From an optimization exercise on the open Yosys and OpenROAD flow, aimed at small area; shortcuts taken in it are not production practice. The RTL was checked by simulation tests, not by an equivalence proof against the original design. Power figures rest on the tool's default switching activity, not on a simulated workload.

**flow/run.sh**
```bash
#!/bin/bash
# synth_recipe.tcl (not shown) runs the flow's synth.tcl, then flattens the netlist and writes it again
# the make line also repeats each setting of config.mk as NAME=value (left out here)
make -C /OpenROAD-flow-scripts/flow DESIGN_CONFIG=/design/flow/config.mk WORK_HOME=/design/flow/orfs CLKGATE_MAP_FILE= SYNTH_SCRIPT=/design/flow/synth_recipe.tcl finish
```
**flow/config.mk**
```make
export PLATFORM = sky130hd
export DESIGN_NAME = gbp_tef
export DESIGN_NICKNAME = gbp_tef
export VERILOG_FILES = /design/flow/design.v
export SDC_FILE = /design/flow/constraint.sdc
export NUM_CORES = 8
export LEC_CHECK = 0
export CAP_MARGIN = 20
export CORE_MARGIN = 2
export CORE_UTILIZATION = 45
export PLACE_DENSITY = 0.6
export SLEW_MARGIN = 20
```
**flow/constraint.sdc**
```tcl
create_clock -name core_clock -period 15.0 [get_ports {clk}]
set_input_delay 3.0000 -clock core_clock [delete_from_list [all_inputs] [get_ports {clk}]]
set_output_delay 3.0000 -clock core_clock [all_outputs]
set_load 0.01 [all_outputs]
```
**flow/design.v**
```verilog
module gbp_tef (
    input  wire        clk,
    input  wire        rst,
    input  wire        cmd_valid,
    input  wire [31:0] cmd_word,
    output wire        cmd_ready,
    output wire        rd_valid,
    output reg  [15:0] rd_data,
    output wire        tx_valid,
    output reg  [7:0]  tx_data,
    input  wire        rx_valid,
    input  wire        rx_fail,
    input  wire [7:0]  rx_data
);
    localparam [1:0] E_IDLE = 2'd0, E_FILL = 2'd1, E_FULL = 2'd2, E_DONE = 2'd3;
    localparam [2:0] S_IDLE = 3'd0, S_READY = 3'd1, S_DATA = 3'd2,
                     S_EMPTIED = 3'd3, S_REPORT = 3'd4, S_DONE = 3'd5;
    localparam [2:0] ERR_DIM = 3'd1, ERR_CHUNKS = 3'd4, ERR_XPORT = 3'd5,
                     ERR_SEQ = 3'd6, ERR_ILL = 3'd7;
    localparam [2:0] K_INIT = 3'd0, K_DATA = 3'd1, K_EMPTY = 3'd2,
                     K_PRINT = 3'd3, K_REPORT = 3'd4, K_DUMP = 3'd5;
    localparam [2:0] C_RDY = 3'd0, C_CLR = 3'd1, C_WLO = 3'd2, C_WHI = 3'd3,
                     C_RDCB = 3'd4, C_TX = 3'd5;
    localparam [1:0] F_HDR = 2'd0, F_PAY = 2'd1, F_TRL = 2'd2;
    reg [7:0]  img_w, img_h;
    reg [1:0]  enc;
    reg [2:0]  seq;
    reg        mode;
    reg [2:0]  err;
    reg        tr0;                 
    reg [4:0]  tc;
    reg [2:0]  y, x;
    reg [3:0]  chunk, rpt;
    reg [15:0] cks;
    reg [7:0]  rsp1, rsp2;
    reg [7:0]  lo, hi;
    wire [3:0] nchunk = (enc == E_IDLE) ? 4'd0 : img_h[7:4];
    wire [3:0] tr_hi  = chunk + {3'd0, enc == E_FULL};
    wire [4:0] tr     = {tr_hi, tr0};
    reg [2:0]  cst;
    reg [2:0]  fk;
    reg [1:0]  fst;
    reg [10:0] cnt;                 
    reg        txv;
    reg [7:0]  txd;                 
    reg [7:0]  t1;                  
    reg        rdv;
    reg        rdcb;
    reg [5119:0] ring;
    reg [4:0]    ph_tc;
    reg [4:0]    ph_hi;
    wire         ph_last = (ph_tc == 5'd19);
    wire [7:0]   head = ring[5119:5112];
    assign cmd_ready = (cst == C_RDY);
    assign tx_valid  = txv;
    assign rd_valid  = rdv;
    wire        accept = cmd_valid && cmd_ready;
    wire [3:0]  opc    = cmd_word[31:28];
    wire [27:0] arg    = cmd_word[27:0];
    wire op_rst   = (opc == 4'h0) && (arg == 28'd0);
    wire op_setw  = (opc == 4'h1) && (arg[27:8] == 20'd0);
    wire op_seth  = (opc == 4'h2) && (arg[27:8] == 20'd0);
    wire op_start = (opc == 4'h3) && (arg[27:1] == 27'd0);
    wire op_pix   = (opc == 4'h4) && (arg[27:3] == 25'd0);
    wire op_row   = (opc == 4'h5) && (arg[27:24] == 4'd0);
    wire op_frame = (opc == 4'h6) && (arg[27:3] == 25'd0) && (arg[2:0] <= 3'd4);
    wire op_dump  = (opc == 4'h7) && (arg == 28'd0);
    wire op_rd    = (opc == 4'h8) && (arg[27:3] == 25'd0);
    wire op_rdcb  = (opc == 4'h9) && (arg[27:10] == 18'd0) && (arg[9:0] < 10'd640);
    wire op_legal = op_rst | op_setw | op_seth | op_start | op_pix | op_row |
                    op_frame | op_dump | op_rd | op_rdcb;
    wire [2:0] k = arg[2:0];
    reg pre;
    always @(*) begin
        pre = 1'b0;
        if (op_setw || op_seth || op_start) pre = (enc == E_IDLE);
        else if (op_pix)  pre = (enc == E_FILL);
        else if (op_row)  pre = (enc == E_FILL) && (x == 3'd0);
        else if (op_dump) pre = mode && (enc == E_FULL);
        else if (op_frame) begin
            case (k)
                K_INIT:   pre = (seq == S_READY);
                K_DATA:   pre = (seq == S_DATA) && (enc == E_FULL);
                K_EMPTY:  pre = (seq == S_DATA) && (enc == E_DONE);
                K_PRINT:  pre = (seq == S_EMPTIED);
                K_REPORT: pre = (seq == S_REPORT);
                default:  pre = 1'b0;
            endcase
        end
    end
    wire dim_bad   = (img_w == 8'd0) || (img_w > 8'd160) || (img_w[2:0] != 3'd0) ||
                     (img_h == 8'd0) || (img_h[3:0] != 4'd0);
    wire chunk_bad = (img_h[7:4] > 4'd9);
    wire       pix_low  = arg[2] & ~arg[0];
    wire       pix_high = arg[2] & ~arg[1];
    reg [7:0] row_lo, row_hi;
    integer j;
    always @(*) begin
        for (j = 0; j < 8; j = j + 1) begin
            row_lo[7-j] = arg[23-3*j] & ~arg[21-3*j];
            row_hi[7-j] = arg[23-3*j] & ~arg[22-3*j];
        end
    end
    wire       at_row  = (ph_tc == tc) && (ph_hi[4:1] == {y, tr0});
    wire [4:0] tc_inc   = tc + 5'd1;
    wire       tc_wrap  = (tc_inc == img_w[7:3]);
    wire [3:0] chunk_inc = chunk + 4'd1;
    wire       cb_kind   = (fk == K_DATA) || (fk == K_DUMP);
    reg [7:0] f_cmd;
    always @(*) begin
        case (fk)
            K_INIT:   f_cmd = 8'h01;
            K_PRINT:  f_cmd = 8'h02;
            K_REPORT: f_cmd = 8'h0F;
            default:  f_cmd = 8'h04;
        endcase
    end
    always @(*) begin
        tx_data = 8'h00;
        case (fst)
            F_HDR: case (cnt[2:0])
                3'd0: tx_data = 8'h88;
                3'd1: tx_data = 8'h33;
                3'd2: tx_data = f_cmd;
                3'd4: tx_data = (fk == K_DATA) ? 8'h80 : (fk == K_PRINT) ? 8'h04 : 8'h00;
                3'd5: tx_data = (fk == K_DATA) ? 8'h02 : 8'h00;
                default: tx_data = 8'h00;
            endcase
            F_PAY: if (cb_kind) tx_data = txd;
                   else case (cnt[1:0])
                       2'd0: tx_data = 8'h01;
                       2'd1: tx_data = 8'h13;
                       2'd2: tx_data = 8'hE4;
                       default: tx_data = 8'h40;
                   endcase
            default: case (cnt[1:0])
                2'd0: tx_data = cks[7:0];
                2'd1: tx_data = cks[15:8];
                default: tx_data = 8'h00;
            endcase
        endcase
    end
    wire xfer    = txv && rx_valid;
    wire summed  = (fst == F_PAY) ? (fk != K_DUMP) : (fst == F_HDR) && (cnt[2:0] >= 3'd2);
    wire want_cb = (cst == C_TX) && (fst == F_PAY) && cb_kind && (!txv || (xfer && !rx_fail));
    wire at_cnt  = (ph_tc == cnt[8:4]) && (ph_hi == {cnt[3:1], cnt[9], cnt[0]});
    wire load_cb = want_cb && !cnt[10] && at_cnt;
    wire [10:0] cnt_inc = (cnt[3:0] != 4'hF) ? cnt + 11'd1 :
                          (cnt[8:4] == 5'd19) ? {cnt[10:9] + 2'd1, 9'd0} :
                          {cnt[10:9], cnt[8:4] + 5'd1, 4'd0};
    wire       a_hi    = (arg[9:0] >= 10'd320);
    wire [3:0] a_96    = arg[9:6] - {1'b0, a_hi, 1'b0, a_hi};
    always @(*) begin
        if (rdcb) rd_data = {8'd0, ring[7:0]};
        else case (cnt[2:0])
            3'd0: rd_data = {8'd0, img_w};
            3'd1: rd_data = {8'd0, img_h};
            3'd2: rd_data = {7'd0, err, mode, seq, enc};
            3'd3: rd_data = {tr, tc, y, x};
            3'd4: rd_data = {4'd0, rpt, nchunk, chunk};
            3'd5: rd_data = cks;
            3'd6: rd_data = {rsp2, rsp1};
            default: rd_data = {hi, lo};
        endcase
    end
    reg [7:0] ins;
    always @(*) begin
        ins = head;
        if (cst == C_CLR)
            ins = 8'h00;
        else if ((cst == C_WLO || cst == C_WHI) && at_row && (ph_hi[0] == (cst == C_WHI)))
            ins = ph_hi[0] ? hi : lo;
    end
    always @(posedge clk)
        ring <= {ring[5111:0], ins};
    wire do_clear = rst || (accept && op_rst);
    always @(posedge clk) begin
        ph_tc <= ph_last ? 5'd0 : ph_tc + 5'd1;
        if (ph_last) ph_hi <= ph_hi + 5'd1;
        if (do_clear) begin
            ph_tc <= 5'd0; ph_hi <= 5'd0;
            img_w <= 8'd0; img_h <= 8'd0;
            enc <= E_IDLE; seq <= S_IDLE; mode <= 1'b0; err <= 3'd0;
            tr0 <= 1'b0; tc <= 5'd0; y <= 3'd0; x <= 3'd0;
            chunk <= 4'd0; rpt <= 4'd0;
            cks <= 16'd0; rsp1 <= 8'd0; rsp2 <= 8'd0; lo <= 8'd0; hi <= 8'd0;
            cst <= C_CLR; txv <= 1'b0; rdv <= 1'b0;
        end else begin
            rdv <= 1'b0;
            case (cst)
            C_RDY: if (accept) begin
                if (op_rd) begin
                    rdv  <= 1'b1;
                    rdcb <= 1'b0;
                    cnt  <= {8'd0, arg[2:0]};
                end else if (op_rdcb) begin
                    rdcb <= 1'b1;
                    cnt  <= {1'b0, a_hi, a_96[2:0], arg[5:0]};
                    cst  <= C_RDCB;
                end else if (err != 3'd0) begin
                end else if (!op_legal) begin
                    err <= ERR_ILL;
                end else if (!pre) begin
                    err <= ERR_SEQ;
                end else if (op_setw) begin
                    img_w <= arg[7:0];
                end else if (op_seth) begin
                    img_h <= arg[7:0];
                end else if (op_start) begin
                    if (dim_bad)
                        err <= ERR_DIM;
                    else if (chunk_bad)
                        err <= ERR_CHUNKS;
                    else begin
                        mode  <= arg[0];
                        chunk <= 4'd0;
                        rpt   <= 4'd0;
                        tr0 <= 1'b0; tc <= 5'd0; y <= 3'd0; x <= 3'd0;
                        enc   <= E_FILL;
                        seq   <= arg[0] ? S_IDLE : S_READY;
                        cst   <= C_CLR;
                        ph_tc <= 5'd0; ph_hi <= 5'd0;
                    end
                end else if (op_pix) begin
                    lo <= {lo[6:0], pix_low};
                    hi <= {hi[6:0], pix_high};
                    x  <= x + 3'd1;
                    if (x == 3'd7) cst <= C_WLO;
                end else if (op_row) begin
                    lo  <= row_lo;
                    hi  <= row_hi;
                    cst <= C_WLO;
                end else begin
                    cst <= C_TX;
                    cnt <= 11'd0;
                    if (op_dump) begin
                        fk  <= K_DUMP;
                        fst <= F_PAY;
                    end else begin
                        fk  <= k;
                        fst <= F_HDR;
                        cks <= 16'd0;
                        txv <= 1'b1;
                    end
                end
            end
            C_CLR: if (ph_last && ph_hi == 5'd31) cst <= C_RDY;
            C_WLO: if (at_row && !ph_hi[0]) cst <= C_WHI;
            C_WHI: if (at_row && ph_hi[0]) begin
                cst <= C_RDY;
                y   <= y + 3'd1;
                if (y == 3'd7) begin
                    tc <= tc_wrap ? 5'd0 : tc_inc;
                    if (tc_wrap) begin
                        tr0 <= ~tr0;
                        if (tr0) enc <= E_FULL;
                    end
                end
            end
            C_RDCB: if (at_cnt) begin
                rdv <= 1'b1;
                cst <= C_RDY;
            end
            default: begin   
                if (load_cb) begin
                    txd <= head;
                    cnt <= cnt_inc;
                    txv <= 1'b1;
                end else if (xfer && fst == F_PAY && cb_kind)
                    txv <= 1'b0;
                if (xfer) begin
                    if (summed)
                        cks <= cks + {8'd0, tx_data};
                    if (rx_fail) begin
                        err <= ERR_XPORT;
                        cst <= C_RDY;
                        txv <= 1'b0;
                    end else case (fst)
                        F_HDR: begin
                            cnt <= cnt + 11'd1;
                            if (cnt[2:0] == 3'd5) begin
                                cnt <= 11'd0;
                                if (fk == K_DATA) begin
                                    fst <= F_PAY;
                                    txv <= 1'b0;
                                end else if (fk == K_PRINT)
                                    fst <= F_PAY;
                                else
                                    fst <= F_TRL;
                            end
                        end
                        F_PAY: begin
                            if (!cb_kind) begin
                                cnt <= cnt + 11'd1;
                                if (cnt[1:0] == 2'd3) begin
                                    cnt <= 11'd0;
                                    fst <= F_TRL;
                                end
                            end else if (cnt[10]) begin
                                if (fk == K_DUMP) begin
                                    txv   <= 1'b0;
                                    chunk <= chunk_inc;
                                    enc   <= (chunk_inc == nchunk) ? E_DONE : E_FILL;
                                    cst   <= C_CLR;
                                    ph_tc <= 5'd0; ph_hi <= 5'd0;
                                end else begin
                                    cnt <= 11'd0;
                                    fst <= F_TRL;
                                    txv <= 1'b1;
                                end
                            end
                        end
                        default: begin
                            cnt <= cnt + 11'd1;
                            if (cnt[1:0] == 2'd2) t1 <= rx_data;
                            if (cnt[1:0] == 2'd3) begin
                                rsp1 <= t1;
                                rsp2 <= rx_data;
                                txv  <= 1'b0;
                                cst  <= C_RDY;
                                case (fk)
                                    K_INIT:  seq <= S_DATA;
                                    K_DATA: begin
                                        chunk <= chunk_inc;
                                        enc   <= (chunk_inc == nchunk) ? E_DONE : E_FILL;
                                        cst   <= C_CLR;
                                        ph_tc <= 5'd0; ph_hi <= 5'd0;
                                    end
                                    K_EMPTY: seq <= S_EMPTIED;
                                    K_PRINT: begin seq <= S_REPORT; rpt <= 4'd0; end
                                    default: begin
                                        rpt <= rpt + 4'd1;
                                        if (rpt == 4'd9) seq <= S_DONE;
                                    end
                                endcase
                            end
                        end
                    endcase
                end
            end
            endcase
        end
    end
endmodule
```
==> results of run 1 <==
==> routing by layer <==
layer	vias up	share of wire, %
li1	21461	-
met1	20578	50
met2	779	41
met3	367	5.0
met4	6	3.4
met5	-	0.029
==> critical path, delay by kind of cell (launching register included) <==
| kind | cells | cell delay (ns) |
|---|---|---|
| simple gates | 2 | 0.58 |
| buf+inv | 3 | 1.39 |
| flops | 1 | 0.51 |
| fa+ha+maj | 1 | 0.62 |
| compound gates | 3 | 0.87 |
==> layout make-up <==
type / instances / area (um^2) / area share, %
inverters: 29 / 109 / 0.0819
flip-flops and latches: 5261 / 106000 / 79.5
well taps: 3330 / 4170 / 3.13
clock buffers: 660 / 13400 / 10.1
multi-input cells: 1005 / 6410 / 4.82
diodes: 5 / 12.5 / 0.00941
repair buffers: 95 / 891 / 0.670
clock inverters: 166 / 2300 / 1.73
==> cells in the final DEF (no fill, tap or decap), drive strengths merged, types with 18 or more instances in the layout <==
cell type	count
nor2	122
nand3	55
ha	31
xnor2	34
buf	24
inv	40
nand2b	18
dfxtp	5228
nor3	32
nand4	21
nand2	153
clkinv	90
o21ai	99
a211oi	22
a21oi	82
clkdlybuf4s50	71
xor2	19
bufinv	48
mux2i	47
clkbuf	660
edfxtp	33
==> worst min path at each step <==
| stage | end | from | depth (start not counted) | slack, ns |
|---|---|---|---|---|
| after floorplan | ring[1000]$_DFF_P_ | ring[992]$_DFF_P_ | 0 | 0.31 |
| after global placement | ring[4642]$_DFF_P_ | ring[4634]$_DFF_P_ | 0 | 0.31 |
| after detailed placement | ring[1091]$_DFF_P_ | ring[1083]$_DFF_P_ | 0 | 0.31 |
| after CTS | ring[4698]$_DFF_P_ | ring[4690]$_DFF_P_ | 0 | 0.25 |
| after global routing | ring[4698]$_DFF_P_ | ring[4690]$_DFF_P_ | 0 | 0.25 |
| final | ring[4698]$_DFF_P_ | ring[4690]$_DFF_P_ | 0 | 0.26 |
==> logic make-up (layout without fill, tap and decap cells) <==
kind of cell	after synthesis	in the layout	share of synthesized area, %
fa+ha+maj	32	32	0.363
compound gates	337	337	1.99
buf+inv	115	950	0.407
simple gates	528	528	2.40
mux	55	55	0.498
other cells	0	5	0
flops	5261	5261	93.9
xor+xnor	53	53	0.413
==> report_power, final <==
| part | switching [W] | leakage [nW] | internal [W] |
|---|---|---|---|
| combinational | 0.0000604 | 2.41 | 0.0000286 |
| clock | 0.00480 | 7.72 | 0.00704 |
| sequential | 0.00000553 | 42.4 | 0.0140 |
| total | 0.00487 | 52.5 | 0.0211 |
==> through the flow <==
stage	util (%)	instances	worst slack (ns)	area (um^2)	power, W
2_1_floorplan	-	6381	9.29	112000	0.0143
3_3_place_gp	47.1	9720	7.57	117000	0.0144
3_5_place_dp	47.1	9720	7.54	117000	0.0144
4_1_cts	53.5	10546	6.95	133000	0.0263
5_1_grt	53.5	10548	6.79	133000	0.0269
6_report	53.5	10551	7.13	133000	0.0259
==> impl_metrics.py, run 1 <==
metrics = {
    "sta": {
        "setup_viol": 0,
        "rsz0062_at_grt": "no",
        "slew_headroom_pct": 27.7,
        "setup_tns_ns": 0,
        "fin_crit_sh_pct": 52.5,
        "finalMaxSlewViolations": 0,
        "fin_skew_ns": 0.0766,
        "tightestPinTransition_ns": 1.08,
        "timing.hold.ws_ns": 0.255,
        "period_needed_ns": 7.87,
        "clock.fmax_mhz": 127,
        "hold_viol": 0,
    },
    "logic_synthesis": {
        "syn_area_um2": 112000,
        "yosysSeqAreaShare_pct": 93.9,
        "synthTopCellsByCount": "dfxtp_1, nand2_1, nor2_1",
        "synthCells": 6381,
        "synth_edf_count": 33,
        "yosysTopAreaCell": "dfxtp_1",
        "synth.top_cells.by_area": "dfxtp_1, edfxtp_1, nand2_1",
        "synth.most_common_cell": "dfxtp_1",
        "ys.warnings.count": 1,
        "synth_nets": 6458,
        "synthArstFlopShare_pct": 0,
        "synth_top_area_share_pct": 93.1,
        "synth_flop_cell": "dfxtp_1",
        "ys_ff_latch": 5261,
        "synth.distinct_cells": 84,
        "syn_area_per_cell_um2": 17.6,
    },
    "clock_network": {
        "root_buffer": "clkbuf_16",
        "ctsResizeCount": 0,
        "insertion_delay_ns": 1.00,
        "cts-hold-fix-buffers": 0,
        "clk_path_buf_depth": 4,
        "cts_setup_buffers": 0,
        "numCtsBuffers": 464,
        "cts_tree": "built",
        "cts_sinks": 5261,
        "cts_htree_levels": 5,
        "path_clk_slew_ns": 0.06,
    },
    "drt": {
        "viasPerCell": 4.09,
        "drcViolationCount": 0,
        "ant_nets": 0,
        "vias": 43191,
        "wirelength_mm": 160,
        "first_iter_violations": 1802,
        "routedWlPerCell_um": 15.2,
        "drt_pass1_iterations": 6,
    },
    "setup_path": {
        "rrSetupSlack_ns": 9.67,
        "slowest_delay_ns": 0.73,
        "rr_startpoint": "cnt[0]$_DFFE_PP_",
        "crit_chain": "inv_1 > ha_1 > clkinv_1 > nor2_1 > o21ai_0 > nand2_1 > o211ai_1 > a221oi_1 > clkdlybuf4s50_1",
        "cp-start-kind": "register",
        "cp.required_ns": 12.00,
        "r2r_end": "cks[15]$_SDFFE_PP0P_",
        "worst-setup-path-type": "reg -> out",
        "slowest_stage": "clkdlybuf4s50_1",
        "crit_path_start": "cnt[0]$_DFFE_PP_",
        "critPathCapture": "tx_data[2]",
        "crit_fanout": 16,
        "crit_arrival_ns": 4.87,
        "reg2reg_depth": 16,
        "endpoint_kind": "primary output",
    },
    "floorplanning": {
        "core-area_um2": 249000,
        "initial_core_util_pct": 45.2,
        "die_w_um": 504,
        "std_cell_rows": 183,
        "die_h_um": 504,
        "die-area_um2": 254000,
        "ios": 72,
    },
    "layout": {
        "synthToLayoutAreaGrowth_pct": 18.2,
        "final_net_count": 6933,
        "drive_gt1_share_pct": 11.1,
        "final.fill_count": 19745,
        "top_register": "ring",
        "largest_reg_flops": 5120,
        "top_regs": "ring x5120, cks x16, cnt x11",
    },
    "grt": {
        "grt.met1_usage_pct": 18.2,
        "busiest_layer": "met2",
        "gr-total-overflow": 0,
        "grt_use_met3_pct": 3.44,
        "grt_pass1_wl_mm": 257,
        "grt_start_max_net_pins": 49,
        "grt_pass1_vias": 44524,
        "track_usage_pct": 12.8,
        "antenna_found_initial": 15,
        "use_met2_pct": 18.4,
    },
    "placed_design": {
        "port_buffers": 71,
        "dp_hpwl_mm": 90.9,
        "place.gp.congestion": 0.821,
    },
    "job": {
        "maxCapViolCount": 0,
    },
    "run_status": {
        "outcome": "complete, no violations",
    },
    "power": {
        "power.density_nw_per_um2": 195,
        "ir_worst_vdd_mv": 0.131,
        "leakagePower_nw": 52.5,
    },
    "worst_hold_path": {
        "hp-class": "reg -> reg",
    },
}
==> run 2: changes to the inputs <==
--- a/flow/design.v
+++ b/flow/design.v
@@ -45,3 +45,2 @@
     reg [7:0]  txd;                 
-    reg [7:0]  t1;                  
     reg        rdv;
@@ -314,5 +313,5 @@
                             cnt <= cnt + 11'd1;
-                            if (cnt[1:0] == 2'd2) t1 <= rx_data;
+                            if (cnt[1:0] == 2'd2) txd <= rx_data;
                             if (cnt[1:0] == 2'd3) begin
-                                rsp1 <= t1;
+                                rsp1 <= txd;
                                 rsp2 <= rx_data;
==> flow/flow/run.sh (new file) <==
#!/bin/bash
# Layout flow: the standard ORFS flow, with two changes made through ORFS's own
# variables: the clock tree is built without dummy loads and with small sink clusters
# (about 30 flip-flops within 60 um per leaf buffer), and the port buffers use the
# smallest buffer cell.
set -euo pipefail
export CTS_ARGS="-sink_clustering_enable -repair_clock_nets -dont_use_dummy_load -sink_clustering_size 30 -sink_clustering_max_diameter 60"
export BUFFER_PORTS_ARGS="-buffer_cell sky130_fd_sc_hd__buf_1"
bash standard.sh finish > orfs_flow.log 2>&1
==> flow/standard.sh (new file) <==
#!/bin/bash
# synth_recipe.tcl (not shown) runs the flow's synth.tcl, then flattens the netlist and writes it again
# the make line also repeats each setting of config.mk as NAME=value (left out here)
make -C /OpenROAD-flow-scripts/flow DESIGN_CONFIG=/design/flow/config.mk WORK_HOME=/design/flow/orfs CLKGATE_MAP_FILE= SYNTH_SCRIPT=/design/flow/synth_recipe.tcl "${@:-finish}"
removed: flow/run.sh
==> run 2 against run 1 <==
Fmax rose by 11%. Synthesized cell count increased by 0.69%. Sequential cell count shrank 8. Worst setup slack improved by 0.76 ns. Clock power decreased by 46%. Worst hold slack lost 0.034 ns. Routed wire length fell by 4.7%. Sequential power about the same. Global-route usage is 0.60 points lower.
==> impl_metrics.py, run 2 <==
metrics = {
    "run_status": {
        "outcome": "complete, no violations",
    },
    "drt": {
        "drcViolationCount": 0,
        "first_iter_violations": 2419,
        "routedWlPerCell_um": 15.3,
        "ant_nets": 0,
        "viasPerCell": 4.12,
        "vias": 41199,
        "drt_pass1_iterations": 7,
        "wirelength_mm": 153,
    },
    "layout": {
        "postLayoutCoreUtil_pct": 49.2,
        "top_regs": "ring x5120, cks x16, cnt x11",
        "final_net_count": 6742,
        "mostFrequentLayoutCells": "dfxtp_1, clkbuf_16, nand2_1, nor2_1, o21ai_0",
        "final.fill_count": 20512,
        "top_register": "ring",
        "layout_commonest_cell": "dfxtp_1",
        "largest_reg_flops": 5120,
        "multi_input_area_um2": 6520,
        "regArea_um2": 105000,
        "final_area_um2": 122000,
        "drive_gt1_share_pct": 4.38,
        "synthToLayoutAreaGrowth_pct": 8.84,
    },
    "logic_synthesis": {
        "synthTopCellsByCount": "dfxtp_1, nand2_1, nor2_1",
        "synth.top_cells.by_area": "dfxtp_1, edfxtp_1, mux2i_1",
        "synth_edf_count": 25,
        "ys_ff_latch": 5253,
        "syn_area_per_cell_um2": 17.5,
        "synthCells": 6425,
        "synth.most_common_cell": "dfxtp_1",
        "synth_top_area_share_pct": 93.2,
        "ys.warnings.count": 1,
        "syn_area_um2": 112000,
        "synth_flop_cell": "dfxtp_1",
        "synth_nets": 6502,
        "synthArstFlopShare_pct": 0,
        "synth.distinct_cells": 77,
        "yosysTopAreaCell": "dfxtp_1",
        "yosysSeqAreaShare_pct": 93.8,
    },
    "clock_network": {
        "path_clk_slew_ns": 0.09,
        "cts-hold-fix-buffers": 0,
        "ctsResizeCount": 0,
        "root_buffer": "clkbuf_16",
        "insertion_delay_ns": 0.86,
        "clk_path_buf_depth": 3,
        "numCtsBuffers": 221,
        "cts_tree": "built",
        "cts_htree_levels": 4,
        "cts_sinks": 5253,
        "cts_setup_buffers": 0,
    },
    "placed_design": {
        "dp_hpwl_mm": 88.7,
        "place.gp.congestion": 0.812,
        "port_buffers": 71,
        "placed_cell_area_um2": 117000,
    },
    "setup_path": {
        "endpoint_kind": "primary output",
        "crit_arrival_ns": 4.11,
        "cp-start-kind": "register",
        "rrSetupSlack_ns": 10.33,
        "worst-setup-path-type": "reg -> out",
        "cp.required_ns": 12.00,
        "crit_fanout": 16,
    },
    "power": {
        "leakagePower_nw": 47.8,
        "power.density_nw_per_um2": 167,
        "ir_worst_vdd_mv": 0.107,
    },
    "sta": {
        "clock.fmax_mhz": 141,
        "slew_headroom_pct": 23.9,
        "finalMaxSlewViolations": 0,
        "fin_skew_ns": 0.123,
        "period_needed_ns": 7.11,
        "setup_viol": 0,
        "rsz0062_at_grt": "no",
        "tightestPinTransition_ns": 1.14,
        "setup_tns_ns": 0,
        "fin_crit_sh_pct": 47.4,
        "timing.hold.ws_ns": 0.221,
        "hold_viol": 0,
    },
    "grt": {
        "antenna_found_initial": 6,
        "busiest_layer": "met1",
        "grt_use_met3_pct": 2.44,
        "grt_start_max_net_pins": 51,
        "grt.met1_usage_pct": 19.2,
        "grt_pass1_wl_mm": 241,
        "gr-total-overflow": 0,
        "track_usage_pct": 12.2,
        "grt_pass1_vias": 41104,
        "use_met2_pct": 16.6,
    },
    "floorplanning": {
        "core-area_um2": 248000,
        "initial_core_util_pct": 45.2,
        "ios": 72,
        "die_w_um": 504,
        "die_h_um": 504,
        "std_cell_rows": 183,
        "die-area_um2": 254000,
    },
    "job": {
        "maxCapViolCount": 0,
    },
    "worst_hold_path": {
        "hp-class": "reg -> reg",
    },
}
==> run 2: layout make-up <==
type / instances / share of cell area, %
antenna: 5 / 0.0102
clock buffer: 221 / 4.52
multi-input combinational: 1052 / 5.33
inverter: 35 / 0.107
sequential: 5253 / 86.2
timing repair buffer: 102 / 0.414
tap: 3330 / 3.41
==> run 2: stage by stage <==
| stage | total power, W | worst slack [ns] | std cells |
|---|---|---|---|
| floorplan | 0.0143 | 8.80 | 6425 |
| global placement | 0.0144 | 7.93 | 9771 |
| detailed placement | 0.0144 | 7.96 | 9771 |
| CTS | 0.0207 | 7.77 | 9992 |
| global route | 0.0212 | 7.73 | 9994 |
| finish | 0.0204 | 7.89 | 9998 |
==> run 2: worst max-delay path: stages (launching register included) <==
cell,delay (ns)
edfxtp_1,0.66
ha_1,0.46
ha_1,0.92
a222oi_1,0.28
nand4_1,0.31
o21ai_0,0.17
o21ai_0,0.32
buf_1,0.20
==> run 2: cell families after synthesis <==
kind of cell / synth area share [%]
multiplexers: 0.728
adder cells (fa/ha/maj): 0.363
flip-flops: 93.8
buffers and inverters: 0.412
XOR/XNOR: 0.351
AND/OR/NAND/NOR: 2.41
AO/OA/AOI/OAI: 1.91
==> run 2: per-layer routing <==
metal / up-vias / wire, um
met5: - / 0
met4: 0 / 4010
met3: 270 / 6000
met2: 543 / 58700
met1: 19662 / 84200
li1: 20724 / -
==> run 2: final timing paths <==
kind | cells after the start | from | endpoint
setup / recovery | 7 | cnt[1]$_DFFE_PP_ | rd_data[6]
hold / removal | 0 | ring[4887]$_DFF_P_ | ring[4895]$_DFF_P_
setup reg to reg | 17 | cnt[1]$_DFFE_PP_ | cks[12]$_SDFFE_PP0P_
hold reg to reg | 0 | ring[4887]$_DFF_P_ | ring[4895]$_DFF_P_
==> run 2: report_power, final <==
group	switching [W]	leakage, nW	total [W]	internal, W
Clock	0.00373	2.72	0.00636	0.00262
Combinational	0.0000633	2.73	0.0000875	0.0000241
Sequential	0.00000761	42.3	0.0140	0.0140
Total	0.00380	47.8	0.0204	0.0166

-- separate check: timing with driven ports --
The flow's constraints put no driver on any port. The routed layouts listed below were extracted and timed again, unchanged, in two steps. Step 1: set_driving_cell puts a clkbuf_16 on clk and a buf_2 on each other input, an assumption about the parent block. Step 2 times the ports against the registers' clock, not the clock port: input delays grow and output delays shrink by t, the midpoint of the rising clock arrivals with the driver on. Slacks: no drivers / after step 1 / after step 2; pairs: no drivers / after step 1.
run | shift t [ns] | slack for setup (ns) | worst setup path at the end
run 1 | 1.036 | 7.128 / 7.045 / 7.544 | input to register
run 2 | 0.894 | 7.888 / 7.799 / 7.965 | input to register
After both steps setup and hold are still met in every run listed.
